Context: an optimization exercise on an open-source flow, tuned for small area, a short achievable clock period and few clock cycles per item. The choices shown serve that exercise and are no tape-out recipe.
Function was checked by simulation only, so behaviour that the tests miss may differ from the original.
Power and IR drop assume default switching activity.

Setup of v57:
==> flow/design.v (excerpt) <==
module yrd_fu (
    input  wire        clk,
    input  wire        rst,
    input  wire        cmd_valid,
    output reg         cmd_ready,
    input  wire [63:0] cmd_word,
    output reg         rsp_valid,
    input  wire        rsp_ready,
    output reg  [3:0]  rsp_status,
    output reg  [63:0] rsp_result
);
    localparam [3:0] ST_OK      = 4'd0;
    localparam [3:0] ST_ILLEGAL = 4'd11;
    localparam [2:0] C_CLIP8   = 3'd0;
    localparam [2:0] C_RSHR8   = 3'd1;
    localparam [2:0] C_YUV2RGB = 3'd2;
    localparam [2:0] C_565S    = 3'd3;
    localparam [2:0] C_565P    = 3'd4;
    localparam [2:0] C_LUMA    = 3'd5;
    localparam [2:0] C_YUYV2   = 3'd6;
    wire [7:0]  op  = cmd_word[63:56];
    wire [23:0] rsv = cmd_word[55:32];
    wire [31:0] a   = cmd_word[31:0];
    wire        swap = (op[2:0] == C_YUV2RGB);
    wire        base_ok = (rsv == 24'd0) && (op[7:3] == 5'b00110) && (op[2:0] != 3'd7) &&
                          !(swap && a[31:24] != 8'd0);
    wire [31:0] a_in = swap ? {a[7:0], a[23:8], a[23:16]} : a;
    wire [35:0] p_in = {base_ok, op[2:0], a_in};
    wire adv  = !rsp_valid || rsp_ready;     
    wire fire = cmd_valid && cmd_ready;
    reg        sk_valid;
    reg [35:0] sk;
    reg        s0_valid;
    reg [35:0] s0;
    reg        s1_valid;
    always @(posedge clk) begin
        if (rst) begin
            cmd_ready <= 1'b1;
            sk_valid  <= 1'b0;
            s0_valid  <= 1'b0;
            s1_valid  <= 1'b0;
            rsp_valid <= 1'b0;
        end else begin
            cmd_ready <= adv || !(sk_valid || fire);
            if (adv) begin
                sk_valid  <= 1'b0;
  ...
Settings: LEC_CHECK=0, CAP_MARGIN=20, CORE_MARGIN=2, CORE_UTILIZATION=60, CTS_BUF_LIST=sky130_fd_sc_hd__clkbuf_4 sky130_fd_sc_hd__clkbuf_8, SLEW_MARGIN=20; clock period 12.0 ns.
standard.sh (not shown) runs the stock make flow with config.mk's settings and CLKGATE_MAP_FILE= SYNTH_SCRIPT=/design/flow/synth_recipe.tcl, a recipe that flattens the netlist after the stock synthesis.
==> flow/flow/run.sh <==
#!/bin/bash
# Layout: the standard flow (standard synthesis unchanged), with
#  - port buffers of a plain buffer cell instead of the default delay buffer,
#  - clock tree sinks clustered into fewer, larger leaf clusters and no dummy
#    loads.
# Each step's full output is in orfs/logs/; make's own output in flow_make.log.
set -uo pipefail
bash standard.sh SETUP_SLACK_MARGIN=8.2 \
    "BUFFER_PORTS_ARGS=-buffer_cell sky130_fd_sc_hd__buf_2" \
    "CTS_ARGS=-sink_clustering_enable -repair_clock_nets -dont_use_dummy_load -sink_clustering_size 20 -sink_clustering_max_diameter 100 -buf_list {sky130_fd_sc_hd__clkbuf_8 sky130_fd_sc_hd__clkbuf_16}" \
    finish > flow_make.log 2>&1
v57 | stages: all done | timing, DRC, antenna: all pass
Testbench counts of v57, summed over its fixed seeds: cycles 32,024, items 32,000.
Setup changes, v57 to v50
- CORE_UTILIZATION: 60 -> 70
==> flow/flow/run.sh <==
#!/bin/bash
# Layout: the standard flow (standard synthesis unchanged), with
#  - port buffers of a plain buffer cell instead of the default delay-buffer,
set -uo pipefail
MARGIN=$(cat flow/margin.txt 2>/dev/null || echo 8)
bash standard.sh SETUP_SLACK_MARGIN=$MARGIN \
    "BUFFER_PORTS_ARGS=-buffer_cell sky130_fd_sc_hd__buf_2" \
    finish > flow_make.log 2>&1
==> flow/flow/margin.txt (new file) <==
8.2
[summary]
v50 ended up with a higher worst setup slack than v57 did. The lower post-layout total power came out of v50. Looking only at final core area utilization, and setting everything else aside, the higher value of v50 and v57 goes to v50. Period utilization: v50 vs v57 down 0.20 points. [compare] base=v57 new=v50: worst-case hold slack closely matched the old numbers; sequential share of layout area increased by 0.32 points relative to the old numbers.
Here is what was changed in the inputs of v12 compared with v50.
- CORE_UTILIZATION now 60, was 70
==> flow/flow/margin.txt <==
8.4
## What came out
v12 and v50 ended up with roughly the same fraction of area in clock buffers and inverters. Against v50, v12 reports a final critical-path share of the clock period that is lower. Post-cts resize count for v12 is higher than for v50.
The inputs of v6 differ from those of v12 as listed below.
==> flow/flow/margin.txt <==
8.2
## What came out
Across v6 and v12, the outcome is the same: a clean finish for every run. v12 has higher static leakage than v6. [compare] base=v12 new=v6: overall power consumption saw a decrease; number of hold buffers added after cts saw little to no change. Relative to v12, the final cell area reported for v6 is lower. When the final numbers for v6 and v12 were put side by side, the worst setup slack turned out to be smaller in v6.

* * *

Another version of the RTL of yrd_fu (not shown whole).
Size in the first run: ~190 flip-flops, about 140 I/O pins, ~0.015 mm² of cells after synthesis.
Settings: LEC_CHECK=0, CAP_MARGIN=20, CORE_MARGIN=2, CORE_UTILIZATION=70, CTS_BUF_LIST=sky130_fd_sc_hd__clkbuf_4 sky130_fd_sc_hd__clkbuf_8, SLEW_MARGIN=20; clock period 12.0 ns.
==> flow/flow/run.sh <==
#!/bin/bash
# Layout: the standard flow (standard synthesis unchanged), with
#  - port buffers of a plain buffer cell instead of the default delay-buffer,
set -uo pipefail
MARGIN=$(cat flow/margin.txt 2>/dev/null || echo 8)
bash standard.sh SETUP_SLACK_MARGIN=$MARGIN \
    "BUFFER_PORTS_ARGS=-buffer_cell sky130_fd_sc_hd__buf_1" \
    finish > flow_make.log 2>&1
==> flow/flow/margin.txt <==
8.2
The first run passed the timing, design-rule and antenna checks.
Testbench counts at the start, summed over its fixed seeds: cycles 32,024, items 32,000.
Change:
==> flow/flow/margin.txt (replaced) <==
8.45
--- a/flow/config.mk
+++ b/flow/config.mk
@@ -9,4 +9,4 @@
 export CORE_MARGIN = 2
-export CORE_UTILIZATION = 70
-export CTS_BUF_LIST = sky130_fd_sc_hd__clkbuf_4 sky130_fd_sc_hd__clkbuf_8
+export CORE_UTILIZATION = 60
+export CTS_BUF_LIST = sky130_fd_sc_hd__clkbuf_8 sky130_fd_sc_hd__clkbuf_16
 export SLEW_MARGIN = 20
Effect: The changed run completed with no timing, DRC or antenna violations; routed wire length goes up by 3.9%; combinational power goes up by about 7%; first-iteration DRC count goes down by 12%; global-route usage goes down by 4.5 points; setup slack gets better by 0.18 ns.
Change:
==> flow/flow/margin.txt (replaced) <==
8.35
--- a/flow/config.mk
+++ b/flow/config.mk
@@ -9,4 +9,4 @@
 export CORE_MARGIN = 2
-export CORE_UTILIZATION = 60
-export CTS_BUF_LIST = sky130_fd_sc_hd__clkbuf_8 sky130_fd_sc_hd__clkbuf_16
+export CORE_UTILIZATION = 70
+export CTS_BUF_LIST = sky130_fd_sc_hd__clkbuf_4 sky130_fd_sc_hd__clkbuf_8
 export SLEW_MARGIN = 20
Critical path depth stays the same. Design area goes down by 4.0%. Clock skew is higher by 0.0072 ns. Via count is higher by 2.2%. Routed wire length is about the same. Non-clock buffer count falls by 14. Utilization came out higher by 9.6 points. Count of clock-buffer cells in the layout stays the same. First-iteration DRC count rises by 15%. Power is lower by 7.2%.
Change:
--- a/flow/config.mk
+++ b/flow/config.mk
@@ -9,4 +9,4 @@
 export CORE_MARGIN = 2
-export CORE_UTILIZATION = 70
-export CTS_BUF_LIST = sky130_fd_sc_hd__clkbuf_4 sky130_fd_sc_hd__clkbuf_8
+export CORE_UTILIZATION = 60
+export CTS_BUF_LIST = sky130_fd_sc_hd__clkbuf_8 sky130_fd_sc_hd__clkbuf_16
 export SLEW_MARGIN = 20
The new run finished clean.
Cell count rose by about 2.4%.
Area after synthesis stays the same.
Global-route usage fell by 5.1 points.
Sequential power stays flat.
Clock-buffer cell count rose by 1.
Combinational power barely changes.
Power rose by 4.6%.

* * *

Setup of north:
The RTL this note starts from:
==> flow/design.v <==
module yrd_luma (
    input  wire [7:0]  y,
    output wire [15:0] ly
);
    wire [16:0] s = ({9'd0, y} << 8) + ({9'd0, y} << 5) + ({9'd0, y} << 3) + ({9'd0, y} << 1);
    assign ly = s[16:1];
endmodule
module yrd_chroma (
    input  wire [7:0]  u,
    input  wire [7:0]  v,
    output wire [16:0] cr,
    output wire [16:0] cg,
    output wire [15:0] cb
);
    wire [17:0] u1 = {10'd0, u};
    wire [17:0] v1 = {10'd0, v};
    wire [17:0] r = (v1 << 8) + (v1 << 7) + (v1 << 4) + (v1 << 3) + v1 - 18'd56992;
    wire [17:0] g = 18'd34784 - (u1 << 6) - (u1 << 5) - (u1 << 2)
                              - (v1 << 7) - (v1 << 6) - (v1 << 4);
    wire [17:0] b = (u1 << 9) + (u1 << 2) - 18'd70688;
    assign cr = r[17:1];
    assign cg = g[17:1];
    assign cb = b[17:2];
endmodule
module yrd_chan (
    input  wire [15:0] ly,      
    input  wire [16:0] c,       
    output wire [7:0]  q
);
    wire [7:0]  lo = {1'b0, ly[6:0]} + {1'b0, c[6:0]};
    wire [11:0] hi = {2'b00, ly[15:7], 1'b1} + {c[16], c[16:7], lo[7]};
    wire [10:0] t  = hi[11:1];
    assign q = t[10] ? 8'd0 : (t[9:8] != 2'b00) ? 8'd255 : t[7:0];
endmodule
module yrd_fu (
    input  wire        clk,
    input  wire        rst,
    input  wire        cmd_valid,
    output reg         cmd_ready,
    input  wire [63:0] cmd_word,
    output reg         rsp_valid,
    input  wire        rsp_ready,
    output reg  [3:0]  rsp_status,
    output reg  [63:0] rsp_result
);
    localparam [3:0] ST_OK      = 4'd0;
    localparam [3:0] ST_ILLEGAL = 4'd11;
    localparam [2:0] C_CLIP8   = 3'd0;
    localparam [2:0] C_RSHR8   = 3'd1;
    localparam [2:0] C_YUV2RGB = 3'd2;
    localparam [2:0] C_565S    = 3'd3;
    localparam [2:0] C_565P    = 3'd4;
    localparam [2:0] C_LUMA    = 3'd5;
    localparam [2:0] C_YUYV2   = 3'd6;
    wire [7:0]  op  = cmd_word[63:56];
    wire [23:0] rsv = cmd_word[55:32];
    wire [31:0] a   = cmd_word[31:0];
    wire        swap = (op[2:0] == C_YUV2RGB);
    wire        base_ok = (rsv == 24'd0) && (op[7:3] == 5'b00110) && (op[2:0] != 3'd7) &&
                          !(swap && a[31:24] != 8'd0);
    wire [31:0] a_in = swap ? {a[7:0], a[23:8], a[23:16]} : a;
    wire [35:0] p_in = {base_ok, op[2:0], a_in};
    wire adv  = !rsp_valid || rsp_ready;     
    wire fire = cmd_valid && cmd_ready;
    reg        sk_valid;
    reg [35:0] sk;
    reg        s0_valid;
    reg [35:0] s0;
    reg        s1_valid;
    always @(posedge clk) begin
        if (rst) begin
            cmd_ready <= 1'b1;
            sk_valid  <= 1'b0;
            s0_valid  <= 1'b0;
            s1_valid  <= 1'b0;
            rsp_valid <= 1'b0;
        end else begin
            cmd_ready <= adv || !(sk_valid || fire);
            if (adv) begin
                sk_valid  <= 1'b0;
                s0_valid  <= sk_valid || fire;
                s1_valid  <= s0_valid;
                rsp_valid <= s1_valid;
            end else if (fire) begin
                sk_valid  <= 1'b1;
            end
        end
    end
    always @(posedge clk) begin
        if (!sk_valid) sk <= p_in;
        if (adv)       s0 <= sk_valid ? sk : p_in;
    end
    wire        s0_ok   = s0[35];
    wire [2:0]  s0_code = s0[34:32];
    wire [31:0] s0_a    = s0[31:0];
    reg legal;
    always @(*) begin
        case (s0_code)
            C_565S, C_565P: legal = s0_ok && (s0_a[31:16] == 16'd0);
            C_LUMA:         legal = s0_ok && (s0_a[31:8] == 24'd0);
            default:        legal = s0_ok;
        endcase
    end
    wire is_yuv  = legal && (s0_code == C_YUV2RGB || s0_code == C_YUYV2);
    wire is_yuyv = legal && (s0_code == C_YUYV2);
    wire [15:0] ly0, ly1;
    wire [16:0] cr, cg;
    wire [15:0] cb;
    yrd_luma   u_ly0 (.y(s0_a[7:0]),   .ly(ly0));
    yrd_luma   u_ly1 (.y(s0_a[23:16]), .ly(ly1));
    yrd_chroma u_chr (.u(s0_a[15:8]), .v(s0_a[31:24]), .cr(cr), .cg(cg), .cb(cb));
    wire [7:0] clip_res = s0_a[31] ? 8'd0 : (s0_a[30:8] != 23'd0) ? 8'd255 : s0_a[7:0];
    wire [24:0] rshr_q = {s0_a[31], s0_a[31:8]} + {24'd0, s0_a[7]};
    function [2:0] frac31;
        input [4:0] x;
        begin
            frac31 = (x >= 5'd31) ? 3'd7 : (x >= 5'd27) ? 3'd6 : (x >= 5'd23) ? 3'd5 :
                     (x >= 5'd18) ? 3'd4 : (x >= 5'd14) ? 3'd3 : (x >= 5'd9)  ? 3'd2 :
                     (x >= 5'd5)  ? 3'd1 : 3'd0;
        end
    endfunction
    function [1:0] frac63;
        input [5:0] x;
        begin
            frac63 = (x >= 6'd63) ? 2'd3 : (x >= 6'd42) ? 2'd2 : (x >= 6'd21) ? 2'd1 : 2'd0;
        end
    endfunction
    wire [4:0] r5 = s0_a[15:11];
    wire [5:0] g6 = s0_a[10:5];
    wire [4:0] b5 = s0_a[4:0];
    wire       is_p = (s0_code == C_565P);
    wire [23:0] rgb565 = {r5, is_p ? frac31(r5) : 3'd0,
                          g6, is_p ? frac63(g6) : 2'd0,
                          b5, is_p ? frac31(b5) : 3'd0};
    reg [24:0] n_res;
    always @(*) begin
        n_res = 25'd0;
        if (legal) begin
            case (s0_code)
                C_CLIP8:        n_res = {17'd0, clip_res};
                C_RSHR8:        n_res = rshr_q;
                C_565S, C_565P: n_res = {1'b0, rgb565};
                C_LUMA:         n_res = {1'b0, s0_a[7:0], s0_a[7:0], s0_a[7:0]};
                default:        n_res = 25'd0;
            endcase
        end
    end
    reg        s1_yuv, s1_yuyv, s1_ill;
    reg [15:0] s1_f0, s1_f1;
    reg [16:0] s1_cr, s1_cg;
    reg [15:0] s1_cb;
    always @(posedge clk) begin
        if (adv) begin
            s1_yuv  <= is_yuv;
            s1_yuyv <= is_yuyv;
            s1_ill  <= !legal;
            s1_f0   <= is_yuv ? ly0 : n_res[15:0];
            s1_f1   <= is_yuv ? ly1 : {7'd0, n_res[24:16]};
            s1_cr   <= cr;
            s1_cg   <= cg;
            s1_cb   <= cb;
        end
    end
    wire [7:0] p0_r, p0_g, p0_b, p1_r, p1_g, p1_b;
    yrd_chan u_p0r (.ly(s1_f0), .c(s1_cr),         .q(p0_r));
    yrd_chan u_p0g (.ly(s1_f0), .c(s1_cg),         .q(p0_g));
    yrd_chan u_p0b (.ly(s1_f0), .c({s1_cb, 1'b0}), .q(p0_b));
    yrd_chan u_p1r (.ly(s1_f1), .c(s1_cr),         .q(p1_r));
    yrd_chan u_p1g (.ly(s1_f1), .c(s1_cg),         .q(p1_g));
    yrd_chan u_p1b (.ly(s1_f1), .c({s1_cb, 1'b0}), .q(p1_b));
    wire        sx = !s1_yuv && s1_f1[8];
    wire [23:0] lo = s1_yuv  ? {p0_r, p0_g, p0_b} : {s1_f1[7:0], s1_f0};
    wire [23:0] hi = s1_yuyv ? {p1_r, p1_g, p1_b} : {24{sx}};
    always @(posedge clk) begin
        if (adv) begin
            rsp_status <= s1_ill ? ST_ILLEGAL : ST_OK;
            rsp_result <= {{8{sx}}, hi, {8{sx}}, lo};
        end
    end
endmodule
export LEC_CHECK = 0
export CAP_MARGIN = 20
export CORE_MARGIN = 2
export CORE_UTILIZATION = 70
export CTS_BUF_LIST = sky130_fd_sc_hd__clkbuf_4 sky130_fd_sc_hd__clkbuf_8
export CTS_CLUSTER_SIZE = 30
export SLEW_MARGIN = 20
create_clock -name core_clock -period 12.0 [get_ports {clk}]
==> flow/flow/run.sh <==
#!/bin/bash
# Layout: the standard flow (standard synthesis unchanged), with
#  - port buffers of a plain buffer cell instead of the default delay-buffer,
set -uo pipefail
MARGIN=$(cat flow/margin.txt 2>/dev/null || echo 8)
bash standard.sh SETUP_SLACK_MARGIN=$MARGIN \
    "BUFFER_PORTS_ARGS=-buffer_cell sky130_fd_sc_hd__buf_2" \
    finish > flow_make.log 2>&1
==> flow/flow/margin.txt <==
8
north finished all stages; the layout is clean.
Testbench counts of north, summed over its fixed seeds: cycles 32,024, items 32,000.
Input-level comparison between south and north:
Settings: removing CTS_BUF_LIST (formerly sky130_fd_sc_hd__clkbuf_4 sky130_fd_sc_hd__clkbuf_8); changing CORE_UTILIZATION from 70 to 40; removing CTS_CLUSTER_SIZE (formerly 30); setting ABC_CLOCK_PERIOD_IN_PS to 3000 for the first time.
==> flow/run.sh (new file) <==
#!/bin/bash
# synth_recipe.tcl (not shown) runs the flow's synth.tcl, then flattens the netlist and writes it again
# the make line also repeats each setting of config.mk as NAME=value (left out here)
make -C /OpenROAD-flow-scripts/flow DESIGN_CONFIG=/design/flow/config.mk WORK_HOME=/design/flow/orfs CLKGATE_MAP_FILE= SYNTH_SCRIPT=/design/flow/synth_recipe.tcl finish
removed: flow/flow/run.sh
removed: flow/flow/margin.txt
removed: flow/standard.sh
Taking north as the reference, in south setup slack lost 530 ps; final instance count without filler cells picked up an extra 113; share of power burned in the clock network picked up an extra 3.3 points; internal power lost about 4.6%; global-route wire length before repair lost 1800 µm. On area inside the core boundary: between north and south, it ends up lower for north. Status: finished layout cell area parity (north, south). Die width was lower in the run labelled north. Looking at number of buffers other than clock buffers in the final layout, south sits 37% below north.
Here is what was changed in the inputs of east compared with south.
Settings: CTS_BUF_LIST: unset -> sky130_fd_sc_hd__clkbuf_4 sky130_fd_sc_hd__clkbuf_8; ABC_CLOCK_PERIOD_IN_PS: 3000 -> unset; CORE_UTILIZATION: 40 -> 70; CTS_CLUSTER_SIZE: unset -> 30.
==> flow/flow/run.sh (new file) <==
#!/bin/bash
# Layout: the standard flow (standard synthesis unchanged), with
#  - port buffers of a plain buffer cell instead of the default delay-buffer,
set -uo pipefail
MARGIN=$(cat flow/margin.txt 2>/dev/null || echo 8)
bash standard.sh SETUP_SLACK_MARGIN=$MARGIN \
    "BUFFER_PORTS_ARGS=-buffer_cell sky130_fd_sc_hd__buf_2" \
    finish > flow_make.log 2>&1
==> flow/flow/margin.txt (new file) <==
8.5
==> flow/standard.sh (new file) <==
#!/bin/bash
# synth_recipe.tcl (not shown) runs the flow's synth.tcl, then flattens the netlist and writes it again
# the make line also repeats each setting of config.mk as NAME=value (left out here)
make -C /OpenROAD-flow-scripts/flow DESIGN_CONFIG=/design/flow/config.mk WORK_HOME=/design/flow/orfs CLKGATE_MAP_FILE= SYNTH_SCRIPT=/design/flow/synth_recipe.tcl "${@:-finish}"
removed: flow/run.sh
### Flow results
- south reports its critical path capture point as s1_f1[15] while east reports s1_cr[16].
- Run comparison: east cell at the slowest stage of the critical path sky130_fd_sc_hd__fa_2; south cell at the slowest stage of the critical path sky130_fd_sc_hd__buf_4
- Relative to south, the non-clock buffer count measured on east has increased by more than 100%.
- Re largest net degree at the start of global routing: east and south aren't equal, and the lower value belongs to east.
- When east is measured against south, its power of the clock network turns out about 12% lower.
- Going from south to east, total track usage grows by 19 points.
Modified inputs, west compared to east
Settings: CTS_BUF_LIST removed (was sky130_fd_sc_hd__clkbuf_4 sky130_fd_sc_hd__clkbuf_8); CORE_UTILIZATION changed from 70 to 40; CTS_CLUSTER_SIZE removed (was 30).
==> flow/run.sh (new file) <==
#!/bin/bash
# synth_recipe.tcl (not shown) runs the flow's synth.tcl, then flattens the netlist and writes it again
# the make line also repeats each setting of config.mk as NAME=value (left out here)
make -C /OpenROAD-flow-scripts/flow DESIGN_CONFIG=/design/flow/config.mk WORK_HOME=/design/flow/orfs CLKGATE_MAP_FILE= SYNTH_SCRIPT=/design/flow/synth_recipe.tcl finish
removed: flow/flow/run.sh
removed: flow/flow/margin.txt
removed: flow/standard.sh
### Flow results
- Buffer and inverter count on the worst path is lower on east
- NOTE: global routing met2 resource utilization in west falls short of that of east
- west ended up with input port to flop as its startpoint-to-endpoint class of the critical path; east ended up with flop to flop.
- Looking at via count across west and east, the one that comes out higher is east.
- west vs east: die area up
- Compared west vs east, and cell count is up in west.
- Global-route usage for west: 19 points down relative to east
- west against east: internal power of the cells lost 11%; setup slack decreased by 570 ps relative to the old numbers.

[re-timing with driven ports]
In the flow no input, the clock included, has a driving cell. The finished layouts below were timed again as built, in two steps. Step 1 assumes that a clkbuf_16 drives the clock port and a buf_2 every other input. Step 2, shift: input delay + t, output delay - t, t = (earliest + latest rising clock arrival at the registers) / 2. This alone moves slack from input paths to output paths. a / b / c = ideal / step 1 / step 2; a / b = the first two.
run | t (ns) | setup slack, ns | hold WS [ns] | cell pins on the clock port's net
v57 | 0.477 | 8.260 / 8.260 / 7.902 | 0.433 / 0.433 / 0.433 | 1
v50 | 0.514 | 8.284 / 8.284 / 7.829 | 0.434 / 0.434 / 0.434 | 1
v12 | 0.518 | 8.319 / 8.319 / 8.015 | 0.438 / 0.438 / 0.438 | 1
v6 | 0.501 | 8.261 / 8.261 / 7.840 | 0.440 / 0.440 / 0.440 | 1
the first run of note 2 | 0.516 | 8.231 / 8.231 / 7.871 | 0.448 / 0.448 / 0.448 | 1
the second run of note 2 | 0.484 | 8.408 / 8.361 / 8.052 | 0.431 / 0.431 / 0.431 | 1
the third run of note 2 | 0.520 | 8.364 / 8.326 / 7.978 | 0.442 / 0.442 / 0.442 | 1
the fourth run of note 2 | 0.481 | 8.392 / 8.392 / 8.120 | 0.419 / 0.419 / 0.419 | 1
north | 0.579 | 7.789 / 7.789 / 7.648 | 0.436 / 0.436 / 0.436 | 1
south | 0.611 | 7.263 / 7.295 / 6.684 | 0.422 / 0.422 / 0.422 | 1
east | 0.587 | 7.830 / 7.830 / 7.830 | 0.454 / 0.454 / 0.454 | 1
west | 0.611 | 7.263 / 7.295 / 6.684 | 0.422 / 0.422 / 0.422 | 1
After both steps setup and hold are still met in every run listed.
